This design comes from an exercise in tuning for small area, a short achievable clock period and few clock cycles on the open sky130 flow, not from production work.
In this exercise RTL edits were held to simulation tests only and were not proved equivalent to the original.
No activity file was given, so power comes from the tool's default toggle rates.

--- flow/config.mk ---
export PLATFORM = sky130hd
export DESIGN_NAME = bert_core
export DESIGN_NICKNAME = bert_core
export VERILOG_FILES = /design/flow/design.v
export SDC_FILE = /design/flow/constraint.sdc
export NUM_CORES = 4
export LEC_CHECK = 0
export CAP_MARGIN = 20
export CORE_MARGIN = 2
export CORE_UTILIZATION = 40
export SLEW_MARGIN = 20
--- flow/design.v ---
module bert_core (
    input  wire        clk,
    input  wire        rst,
    input  wire        cmd_valid,
    output wire        cmd_ready,
    input  wire [63:0] cmd_data,
    output reg         rsp_valid,
    output reg  [3:0]  rsp_status,
    output reg  [63:0] rsp_value,
    output reg         mem_req,
    output reg         mem_we,
    output reg  [31:0] mem_addr,
    output reg  [7:0]  mem_wdata,
    input  wire        mem_gnt,
    input  wire [7:0]  mem_rdata
);
    localparam [3:0] ST_OK      = 4'd0;
    localparam [3:0] ST_ILLEGAL = 4'd1;
    localparam [3:0] ST_CONFIG  = 4'd2;
    localparam [3:0] ST_NOTCONF = 4'd3;
    localparam [3:0] ST_RANGE   = 4'd4;
    localparam [1:0] S_IDLE = 2'd0;
    localparam [1:0] S_DEC  = 2'd1;
    localparam [1:0] S_GEN  = 2'd2;
    localparam [1:0] S_RD   = 2'd3;
    function [31:0] tap_mask(input [5:0] n);
        case (n)
            6'd2:  tap_mask = 32'h00000003;
            6'd3:  tap_mask = 32'h00000006;
            6'd4:  tap_mask = 32'h0000000C;
            6'd5:  tap_mask = 32'h00000014;
            6'd6:  tap_mask = 32'h00000030;
            6'd7:  tap_mask = 32'h00000060;
            6'd8:  tap_mask = 32'h000000E1;
            6'd9:  tap_mask = 32'h00000110;
            6'd10: tap_mask = 32'h00000240;
            6'd11: tap_mask = 32'h00000500;
            6'd12: tap_mask = 32'h00000E08;
            6'd13: tap_mask = 32'h00001C80;
            6'd14: tap_mask = 32'h00003802;
            6'd15: tap_mask = 32'h00006000;
            6'd16: tap_mask = 32'h0000D008;
            6'd17: tap_mask = 32'h00012000;
            6'd18: tap_mask = 32'h00020400;
            6'd19: tap_mask = 32'h00072000;
            6'd20: tap_mask = 32'h00090000;
            6'd21: tap_mask = 32'h00140000;
            6'd22: tap_mask = 32'h00300000;
            6'd23: tap_mask = 32'h00420000;
            6'd24: tap_mask = 32'h00E10000;
            6'd25: tap_mask = 32'h01200000;
            6'd26: tap_mask = 32'h03880000;
            6'd27: tap_mask = 32'h07200000;
            6'd28: tap_mask = 32'h09000000;
            6'd29: tap_mask = 32'h14000000;
            6'd30: tap_mask = 32'h38000040;
            6'd31: tap_mask = 32'h48000000;
            6'd32: tap_mask = 32'hE0000200;
            default: tap_mask = 32'h00000000;
        endcase
    endfunction
    function slow_order(input [5:0] n);
        slow_order = (n < 6'd6) || (n == 6'd8) || (n == 6'd12) ||
                     (n == 6'd14) || (n == 6'd16);
    endfunction
    function [6:0] subsat(input [6:0] v, input [3:0] s);
        subsat = (v > {3'd0, s}) ? v - {3'd0, s} : 7'd0;
    endfunction
    function [3:0] pop8(input [7:0] v);
        pop8 = {3'd0, v[0]} + {3'd0, v[1]} + {3'd0, v[2]} + {3'd0, v[3]} +
               {3'd0, v[4]} + {3'd0, v[5]} + {3'd0, v[6]} + {3'd0, v[7]};
    endfunction
    function [7:0] rev8(input [7:0] v);
        rev8 = {v[0], v[1], v[2], v[3], v[4], v[5], v[6], v[7]};
    endfunction
    reg [1:0]  st;
    reg        rdy;
    reg [7:0]  op;
    reg [23:0] len;           
    assign cmd_ready = rdy;
    wire fmt_o_ok = (len == 24'd0) && (mem_addr[31:6] == 26'd0);
    wire fmt_q_ok = (len == 24'd0) && (mem_addr == 32'd0);
    wire [5:0] c_order = mem_addr[5:0];
    wire is_gen_init = (op == 8'h10) && fmt_o_ok;
    wire is_gen_fill = (op == 8'h11);
    wire is_chk_init = (op == 8'h20) && fmt_o_ok;
    wire is_chk_chk  = (op == 8'h21);
    wire is_query    = (op >= 8'h28) && (op <= 8'h2C) && fmt_q_ok;
    wire order_ok  = (c_order >= 6'd2) && (c_order <= 6'd32);
    wire range_bad = ({1'b0, mem_addr} + {9'd0, len}) > 33'h1_0000_0000;
    reg        gen_conf;
    reg [5:0]  gen_order;
    reg [31:0] gen_h;         
    reg        chk_conf;
    reg [5:0]  chk_order;
    reg        chk_sync;      
    reg [31:0] chk_h;         
    reg [5:0]  slack;         
    reg [6:0]  rem;           
    reg [5:0]  zr;            
    reg [6:0]  qr;            
    reg [7:0]  rx_lo;  reg [52:0] rx_hi;  reg rx_cy;  reg rx_sat;     
    reg [7:0]  in_lo;  reg [55:0] in_hi;  reg in_cy;  reg in_sat;
    reg [7:0]  er_lo;  reg [55:0] er_hi;  reg er_cy;  reg er_sat;
    reg [7:0]  ls_lo;  reg [55:0] ls_hi;  reg ls_cy;  reg ls_sat;
    wire [63:0] rx_val = rx_sat ? {64{1'b1}} : {rx_hi, rx_lo, 3'b000};
    wire [63:0] in_val = in_sat ? {64{1'b1}} : {in_hi, in_lo};
    wire [63:0] er_val = er_sat ? {64{1'b1}} : {er_hi, er_lo};
    wire [63:0] ls_val = ls_sat ? {64{1'b1}} : {ls_hi, ls_lo};
    reg [31:0] tp;            
    reg        ser;           
    reg [23:0] cnt;           
    reg [7:0]  fifo [0:5];
    reg [2:0]  wp;            
    reg [2:0]  rp_s;          
    reg [2:0]  rp_c;          
    reg [2:0]  occ;           
    reg        rvd;           
    function [2:0] inc6(input [2:0] p);
        inc6 = (p == 3'd5) ? 3'd0 : p + 3'd1;
    endfunction
    reg [31:0] hw;            
    reg [7:0]  pfx_s;         
    reg [2:0]  o_s;           
    reg [63:0] hist;          
    reg [7:0]  ebuf;          
    reg        va;
    reg [7:0]  xa;            
    reg [7:0]  ba;            
    reg [7:0]  nba;           
    reg [7:0]  xba;           
    reg [2:0]  oa;
    reg [7:0]  pfx_c;
    reg [2:0]  o_c;
    reg        fl;            
    reg [7:0]  c_ins;
    reg [7:0]  c_err;
    reg        c_loss;
    wire gen_act  = (st == S_GEN);
    wire rd_grant = mem_req && mem_gnt && !mem_we;
    wire chk_busy = (occ != 3'd0) || va || fl || (c_ins != 8'd0) || c_loss ||
                    rx_cy || in_cy || er_cy || ls_cy || rvd;
    wire [7:0] fb = fifo[rp_s];
    wire [7:0] bb = rev8(fb);
    wire       pm = gen_act || chk_sync;       
    reg [7:0]  lt;            
    reg [7:0]  m;             
    reg [7:0]  nbnc;          
    reg [7:0]  t;             
    reg [7:0]  nbv;           
    reg [31:0] terms;
    integer    k, i;
    always @(*) begin
        for (k = 0; k < 8; k = k + 1) begin
            lt[k]   = (k < o_s);
            m[k]    = ser ? (k == o_s) : !lt[k];
            nbnc[k] = lt[k] ? pfx_s[k] : bb[k];
        end
        for (k = 0; k < 8; k = k + 1) begin
            for (i = 0; i < 32; i = i + 1) begin
                if (i >= k)
                    terms[i] = tp[i] & hw[i - k];
                else if (i >= 4)
                    terms[i] = tp[i] & nbv[k - 1 - i];
                else
                    terms[i] = tp[i] & nbnc[k - 1 - i];
            end
            t[k]   = ^terms;
            nbv[k] = lt[k] ? pfx_s[k] : (pm ? t[k] : bb[k]);
        end
    end
    wire [7:0] x  = bb ^ t;
    wire [7:0] ea = m & x & {8{chk_sync}};
    wire [7:0] ebuf_n = ea | (~m & ebuf);
    wire [71:0] uvec;
    genvar gi;
    generate
        for (gi = 0; gi < 64; gi = gi + 1) begin : g_u
            assign uvec[gi] = hist[63 - gi];
        end
        for (gi = 0; gi < 8; gi = gi + 1) begin : g_ue
            assign uvec[64 + gi] = ebuf[gi];
        end
    endgenerate
    wire [5:0]  xsh = 6'd0 - {chk_order[4:0], 1'b0};      
    wire [71:0] xw  = uvec >> xsh;
    wire a_done   = !ser || (o_s == 3'd7);
    wire gen_step = (cnt != 24'd0) && ((ser && (o_s != 3'd7)) || !mem_req || mem_gnt);
    wire a_chk    = !gen_act && !fl && (rp_s != wp);
    wire a_go     = gen_act ? gen_step : a_chk;
    wire [5:0] n  = chk_order;
    wire [6:0] n2 = {chk_order, 1'b0};
    reg [7:0] mb, le;                  
    reg [3:0] ak;                      
    reg [3:0] uk, xk;
    reg [7:0] mz;
    reg       full, zok, qz, cnd;
    reg [7:0] ev;
    always @(*) begin
        for (k = 0; k < 8; k = k + 1)
            mb[k] = ser ? (k == oa) : (k >= oa);
        for (k = 0; k < 8; k = k + 1) begin
            for (i = 0; i < 8; i = i + 1) begin
                le[i] = mb[i] && (i <= k);
                mz[i] = le[i] && ((i + n) > k);
            end
            ak   = pop8(le);
            uk   = pop8(le & xa);
            xk   = pop8(le & xba);
            full = ({3'd0, ak} >= rem);
            cnd  = ((k + 1) >= (oa + n)) || ({2'd0, ak} >= zr);
            zok  = !(|(xa & mz)) && cnd;
            qz   = !(|(ba & le)) && ({3'd0, ak} >= qr);
            ev[k] = mb[k] && (chk_sync ? ({3'd0, uk} > ({1'b0, slack} + {3'd0, xk}))
                                       : (full && zok && !qz));
        end
    end
    reg [7:0] cm;                      
    reg       anyev;
    reg [2:0] kend;                    
    always @(*) begin
        anyev = 1'b0;
        kend  = 3'd7;
        for (k = 0; k < 8; k = k + 1) begin
            cm[k] = mb[k] && !anyev;
            if (ev[k] && !anyev) kend = k;
            anyev = anyev || ev[k];
        end
        if (!anyev && ser) kend = oa;
    end
    wire [3:0] a7  = pop8(mb);
    wire [3:0] u7  = pop8(mb & xa);
    wire [3:0] x7  = pop8(mb & xba);
    wire       zx7 = !(|(mb & xa));
    wire       zb7 = !(|(mb & ba));
    reg  [3:0] r7, rq7;                
    always @(*) begin
        r7 = 4'd0; rq7 = 4'd0;
        for (k = 0; k < 8; k = k + 1) begin
            if (mb[k]) begin
                if (xa[k]) r7 = 4'd0; else r7 = r7 + 4'd1;
                if (ba[k]) rq7 = 4'd0; else rq7 = rq7 + 4'd1;
            end
        end
    end
    wire       b_go   = va && !fl;
    wire       b_done = (kend == 3'd7);
    wire [7:0] nbf    = (cm & nba) | (~cm & pfx_c);
    always @(posedge clk) begin
        if (rdy) begin
            op  <= cmd_data[63:56];
            len <= cmd_data[55:32];
        end
        if (rvd) begin
            fifo[wp] <= mem_rdata;
            wp       <= inc6(wp);
        end
        rvd <= rd_grant;
        occ <= occ + {2'd0, rd_grant} - {2'd0, b_go && b_done};
        {rx_cy, rx_lo} <= {1'b0, rx_lo} + {8'd0, rvd};
        rx_hi  <= rx_hi + {52'd0, rx_cy};
        rx_sat <= rx_sat || (rx_cy && (&rx_hi));
        {in_cy, in_lo} <= {1'b0, in_lo} + {5'd0, pop8(c_ins)};
        in_hi  <= in_hi + {55'd0, in_cy};
        in_sat <= in_sat || (in_cy && (&in_hi));
        {er_cy, er_lo} <= {1'b0, er_lo} + {5'd0, pop8(c_err)};
        er_hi  <= er_hi + {55'd0, er_cy};
        er_sat <= er_sat || (er_cy && (&er_hi));
        {ls_cy, ls_lo} <= {1'b0, ls_lo} + {8'd0, c_loss};
        ls_hi  <= ls_hi + {55'd0, ls_cy};
        ls_sat <= ls_sat || (ls_cy && (&ls_hi));
        va <= 1'b0;
        if (fl) begin
            hw    <= chk_h;
            pfx_s <= pfx_c;
            o_s   <= o_c;
            rp_s  <= rp_c;
            hist  <= 64'd0;
            ebuf  <= 8'd0;
        end else if (a_go) begin
            pfx_s <= nbv;
            if (a_done) begin
                o_s <= 3'd0;
                hw  <= {hw[23:0], rev8(nbv)};
            end else begin
                o_s <= o_s + 3'd1;
            end
            if (!gen_act) begin
                va    <= 1'b1;
                ebuf  <= ebuf_n;
                if (a_done) begin
                    rp_s <= inc6(rp_s);
                    hist <= {hist[55:0], rev8(ebuf_n)};
                end
            end
        end
        xa  <= x;
        ba  <= bb;
        nba <= nbv;
        xba <= xw[7:0];
        oa  <= o_s;
        fl     <= 1'b0;
        c_ins  <= 8'd0;
        c_err  <= 8'd0;
        c_loss <= 1'b0;
        if (b_go) begin
            pfx_c <= nbf;
            if (b_done) begin
                o_c   <= 3'd0;
                chk_h <= {chk_h[23:0], rev8(nbf)};
                rp_c  <= inc6(rp_c);
            end else begin
                o_c <= kend + 3'd1;
            end
            if (chk_sync) begin
                c_ins  <= cm;
                c_err  <= cm & xa;
                c_loss <= anyev;
            end
            if (anyev) begin
                fl       <= 1'b1;
                chk_sync <= !chk_sync;
                slack    <= n;
                rem      <= n2;
                zr       <= n;
                qr       <= n2;
            end else begin
                slack <= slack + {2'd0, x7} - {2'd0, u7};
                rem   <= subsat(rem, a7);
                zr    <= zx7 ? subsat({1'b0, zr}, a7) : subsat({1'b0, n}, r7);
                qr    <= zb7 ? subsat(qr, a7) : subsat(n2, rq7);
            end
        end
        rsp_valid <= 1'b0;
        case (st)
            S_IDLE: begin
                if (cmd_valid) begin
                    rdy <= 1'b0;
                    st  <= S_DEC;
                end
            end
            S_DEC: begin
                if (!chk_busy) begin
                    rsp_status <= ST_OK;
                    rsp_value  <= 64'd0;
                    rsp_valid  <= 1'b1;
                    rdy        <= 1'b1;
                    st         <= S_IDLE;
                    o_s        <= 3'd0;
                    if (is_gen_init) begin
                        if (!order_ok) rsp_status <= ST_CONFIG;
                        else begin
                            gen_conf  <= 1'b1;
                            gen_order <= c_order;
                            gen_h     <= 32'd1;
                        end
                    end else if (is_chk_init) begin
                        if (!order_ok) rsp_status <= ST_CONFIG;
                        else begin
                            chk_conf  <= 1'b1;
                            chk_order <= c_order;
                            chk_h     <= 32'd1;
                            chk_sync  <= 1'b0;
                            rem       <= {c_order, 1'b0};
                            zr        <= c_order;
                            qr        <= {c_order, 1'b0};
                            slack     <= c_order;
                            rx_lo <= 8'd0; rx_hi <= 53'd0; rx_sat <= 1'b0;
                            in_lo <= 8'd0; in_hi <= 56'd0; in_sat <= 1'b0;
                            er_lo <= 8'd0; er_hi <= 56'd0; er_sat <= 1'b0;
                            ls_lo <= 8'd0; ls_hi <= 56'd0; ls_sat <= 1'b0;
                        end
                    end else if (is_gen_fill) begin
                        if (!gen_conf) rsp_status <= ST_NOTCONF;
                        else if (range_bad) rsp_status <= ST_RANGE;
                        else if (len != 24'd0) begin
                            rsp_valid <= 1'b0;
                            rdy       <= 1'b0;
                            st        <= S_GEN;
                            cnt       <= len;
                            hw        <= gen_h;
                            tp        <= tap_mask(gen_order);
                            ser       <= slow_order(gen_order);
                        end
                    end else if (is_chk_chk) begin
                        if (!chk_conf) rsp_status <= ST_NOTCONF;
                        else if (range_bad) rsp_status <= ST_RANGE;
                        else if (len != 24'd0) begin
                            rsp_valid <= 1'b0;
                            rdy       <= 1'b0;
                            st        <= S_RD;
                            cnt       <= len - 24'd1;
                            mem_req   <= 1'b1;
                            mem_we    <= 1'b0;
                            hw        <= chk_h;
                            tp        <= tap_mask(chk_order);
                            ser       <= slow_order(chk_order);
                        end
                    end else if (is_query) begin
                        if (!chk_conf) rsp_status <= ST_NOTCONF;
                        else begin
                            case (op[2:0])
                                3'd0:    rsp_value <= rx_val;
                                3'd1:    rsp_value <= in_val;
                                3'd2:    rsp_value <= er_val;
                                3'd3:    rsp_value <= {63'd0, chk_sync};
                                default: rsp_value <= ls_val;
                            endcase
                        end
                    end else begin
                        rsp_status <= ST_ILLEGAL;
                    end
                end
            end
            S_GEN: begin
                if (gen_step && a_done) begin
                    mem_req   <= 1'b1;
                    mem_we    <= 1'b1;
                    mem_wdata <= rev8(nbv);
                    cnt       <= cnt - 24'd1;
                end else if (mem_req && mem_gnt) begin
                    mem_req <= 1'b0;
                    if (cnt == 24'd0) begin
                        rsp_status <= ST_OK;
                        rsp_value  <= 64'd0;
                        rsp_valid  <= 1'b1;
                        rdy        <= 1'b1;
                        st         <= S_IDLE;
                        gen_h      <= hw;
                    end
                end
            end
            default: begin  
                if (mem_req && !mem_gnt) begin
                end else if (cnt != 24'd0 && ({1'b0, occ} + {3'd0, rd_grant}) <= 4'd4) begin
                    mem_req <= 1'b1;
                    cnt     <= cnt - 24'd1;
                end else begin
                    mem_req <= 1'b0;
                    if (rd_grant && cnt == 24'd0) begin
                        rsp_status <= ST_OK;
                        rsp_value  <= 64'd0;
                        rsp_valid  <= 1'b1;
                        rdy        <= 1'b1;
                        st         <= S_IDLE;
                    end
                end
            end
        endcase
        if (rdy) mem_addr <= cmd_data[31:0];
        else if (mem_req && mem_gnt) mem_addr <= mem_addr + 32'd1;
        if (rst) begin
            st        <= S_IDLE;
            rdy       <= 1'b1;
            rsp_valid <= 1'b0;
            mem_req   <= 1'b0;
            mem_we    <= 1'b0;
            gen_conf  <= 1'b0;
            chk_conf  <= 1'b0;
            o_s       <= 3'd0;
            wp        <= 3'd0;
            rp_s      <= 3'd0;
            rp_c      <= 3'd0;
            occ       <= 3'd0;
            rvd       <= 1'b0;
            va        <= 1'b0;
            fl        <= 1'b0;
            c_ins     <= 8'd0;
            c_err     <= 8'd0;
            c_loss    <= 1'b0;
            rx_cy     <= 1'b0;
            in_cy     <= 1'b0;
            er_cy     <= 1'b0;
            ls_cy     <= 1'b0;
            rx_lo     <= 8'd0;
            in_lo     <= 8'd0;
            er_lo     <= 8'd0;
            ls_lo     <= 8'd0;
        end
    end
endmodule
--- flow/constraint.sdc ---
create_clock -name core_clock -period 11.0 [get_ports {clk}]
set_input_delay 2.2000 -clock core_clock [delete_from_list [all_inputs] [get_ports {clk}]]
set_output_delay 2.2000 -clock core_clock [all_outputs]
set_load 0.01 [all_outputs]
--- flow/run.sh ---
#!/bin/bash
# synth_recipe.tcl (not shown) runs the flow's synth.tcl, then flattens the netlist and writes it again
# the make line also repeats each setting of config.mk as NAME=value (left out here)
make -C /OpenROAD-flow-scripts/flow DESIGN_CONFIG=/design/flow/config.mk WORK_HOME=/design/flow/orfs CLKGATE_MAP_FILE= SYNTH_SCRIPT=/design/flow/synth_recipe.tcl finish
==> reports/qor.txt <==
synthesized flop and latch total - 874
status - finished clean
Ys Warns - 1
CP max stage delay - 0.73 ns
largest cells by area after synthesis - dfxtp_1 21%, edfxtp_1 17%, nand2_1 6.8%
Pre-antenna DRT Iters - 6
async set-reset flop share out of synthesis - 0%
Core ar. - 0.133 mm^2
largest net degree at the start of global routing - 93
Synth top area share - 21.3%
Layout Skew - 0.0807 ns
Die Height - 369 um
Starting Density - 40.2%
crit end category - register
PwrDens - 246 mW/mm^2
io pins - 188
HPWL after detailed placement - 123 mm
synthesized area per cell - 8.52 um^2
Final Critical Period - 9.81 ns
peak supply drop - 0.211 mV
Top FF cell, synth - dfxtp_1
Reg area - 0.0206 mm^2
Num CTS Buffers - 99
final slew viol count - 0
Slowest cell on crit path - dfxtp_1
vias per cell - 5.56
share of cells above drive strength 1 - 6.13%
DRT iter0 DRCs - 3844
H-Tree Depth - 3
Least-Margin Pin Slew - 1.27 ns
Critical Path Most Common Cell - ha_1
Worst slew margin - 12.8%
Syn Inst Count - 6269
leak pwr - 23.2 nW
Die Area - 0.136 mm^2
drt drc - 0
Net Count, Synth - 6665
post-cts resize count - 0
final number of hold-violating endpoints - 0
worst reg2reg setup slack - 1.19 ns
Critical Path Source Type - register
PortBufs - 186
drt wl/cell - 20.8 um
Rows - 134
vias in the first global route - 43.3k
final WL - 170 mm
hold buffer count at cts - 0
FMAX - 102 MHz
die width - 369 um
post-synth cell types - 88
DR vias - 45.2k
RSZ-0062 raised after global routing - no
gpl congestion - 0.964
worst-skew pair later-pin latency - 0.74 ns
post-route ant nets - 0
# setup viols final - 0
final instance area - 0.0604 mm^2
area of the multi-input gates - 0.0308 mm^2
register area share after synthesis - 38.5%
Clock Sinks - 874
clock tree buffer depth - 3
CP required - 11.53 ns
Tot GR Track Use - 24.4%
CTS tree - yes
largest area contributor in the netlist - dfxtp_1
first-pass GRT wire length - 262 mm
Max-cap violations - 0
commonest non-fill, non-tap cell in the layout - nand2_1
HP Class - register to register
area delta synth->final - 13.1%
CP Class - register to register
critical path fanouts, max - 33
final worst-path cycle share - 89.2%
placed inst area - 0.0568 mm^2
synthesized cell area - 0.0534 mm^2
Arr. time, crit path - 10.34 ns
total grt overflow - 0
fill count - 13.0k
CTS Root Cell - clkbuf_16
Clock transition at path regs - 0.06 ns
leading cell types in the layout, fill and taps excluded - 962 x nand2_1, 736 x nor2_1, 565 x dfxtp_1, 361 x a21oi_1, 310 x xnor2_1
layout net count - 6673
initial antenna violation count - 6
Post-synth EDFFs - 306
post-CTS setup buffers - 0
setup TNS - 0 ns
-- stage by stage --
| step | hold WS, ns | utilization (%) | instances | total power (W) | worst slack, ns |
|---|---|---|---|---|---|
| 4_1_cts | 0.431 | 45.4 | 8131 | 0.0148 | 1.28 |
| 2_1_floorplan | 0.354 | - | 6269 | 0.00910 | 2.29 |
| 3_3_place_gp | 0.442 | 42.8 | 7943 | 0.0112 | 1.44 |
| 5_1_grt | 0.465 | 45.4 | 8133 | 0.0157 | 0.631 |
| 6_report | 0.436 | 45.4 | 8134 | 0.0148 | 1.19 |
| 3_5_place_dp | 0.447 | 42.8 | 7943 | 0.0112 | 1.26 |
-- flip-flops by register name (all words and copies together) (netlist names), 24 cells and up, named ones only --
register   count
ls_hi         56
len           24
tp            32
rsp_value     64
in_hi         56
hw            32
chk_h         32
hist          64
fifo          48
mem_addr      32
gen_h         32
rx_hi         53
cnt           24
er_hi         56
-- routing by layer --
metal  vias up  track usage (%)  part of all wire (%)
met5         -                0                 0.011
met4         2             8.62                   3.5
met3       296             4.72                   7.3
met2      1573             39.1                    45
met1     21600             32.7                    44
li1      21800                -                     -
-- critical path: cells and delay by family (launching register included) --
| family | cells | cell delay, ns |
|---|---|---|
| and+or+nand+nor | 10 | 1.62 |
| adders and majority gates | 13 | 4.52 |
| buffers and inverters | 6 | 1.02 |
| DFF | 1 | 0.73 |
| xor gates and xnor gates | 1 | 0.17 |
| AOI/OAI and AO/OA | 6 | 1.57 |
-- path summary, 6_finish.rpt --
path                       start                end  cells past startpoint
max                oa[1]$_DFF_P_  occ[2]$_SDFF_PP0_                     36
min          in_lo[7]$_SDFF_PP0_   in_cy$_SDFF_PP0_                      2
min reg2reg  in_lo[7]$_SDFF_PP0_   in_cy$_SDFF_PP0_                      2
max reg2reg        oa[1]$_DFF_P_  occ[2]$_SDFF_PP0_                     36
-- cell usage after synthesis (47+ instances only) --
library cell / instances
clkbuf_1: 314
a211oi_1: 51
dfxtp_1: 568
nor2_1: 738
edfxtp_1: 306
or3_1: 48
fa_1: 52
nand2_1: 963
nand4_1: 65
nand2b_1: 68
nor4_1: 47
nor3_1: 132
nand3_1: 182
and2_1: 80
a21oi_1: 362
a21o_1: 72
and3_1: 71
o21ai_0: 278
xnor2_1: 311
nor2b_1: 53
mux2i_1: 99
xor2_1: 278
o22ai_1: 161
inv_1: 214
ha_1: 268
-- cell families (layout without fill, tap and decap cells) --
kind of cell	Yosys count	in the layout	synth area share [%]
AOI/OAI and AO/OA	1171	1171	13.3
xor gates and xnor gates	594	594	9.87
adders and majority gates	320	320	8.23
buffers and inverters	580	675	4.14
DFF	874	874	38.5
muxes	184	184	4.53
other	1	3	0.00702
and+or+nand+nor	2545	2545	21.4
-- where the power goes --
part / internal [W] / leakage [nW] / switching [W]
registers: 0.00384 / 7.49 / 0.000663
clock network: 0.00208 / 1.70 / 0.00146
logic: 0.00293 / 14.0 / 0.00387
-- layout make-up --
class / instances / share of cell area, %
Sequential cell: 874 / 34.0
Inverter: 220 / 1.38
Antenna cell: 2 / 0.00828
Tap cell: 1768 / 3.66
Clock inverter: 59 / 1.21
Multi-Input combinational cell: 4815 / 50.9
Clock buffer: 129 / 4.65
Timing Repair Buffer: 267 / 4.11
Testbench counts, summed over its fixed seeds: cycles 22,771.

[afterwards: timing with drivers on the ports]
How much do the figures lean on ideal ports? The routed layout below was timed once more, with nothing changed but the port constraints. Step 1 (the two cells are an assumption about what drives the block):
set clk [get_ports {clk}]
set_driving_cell -lib_cell sky130_fd_sc_hd__clkbuf_16 $clk
set_driving_cell -lib_cell sky130_fd_sc_hd__buf_2 [delete_from_list [all_inputs] $clk]
Step 2 adds t to the input delays and takes it off the output delays; t is the mean of the earliest and latest rising clock arrival at the registers after step 1. Input paths then give back, and output paths get back, about the clock's delay inside the block. Three values: ideal, step 1, step 2; two values: the first two.
t (ns): 0.779
setup slack, ns: 1.192 / 1.192 / 1.192
worst setup path at the end: register to register
latest minus earliest clock arrival (ns): 0.082 / 0.081
After both steps setup and hold are still met in this run. For this run, drivers alone change the setup slack by 0.000 ns; drivers and shift together by 0.000 ns.
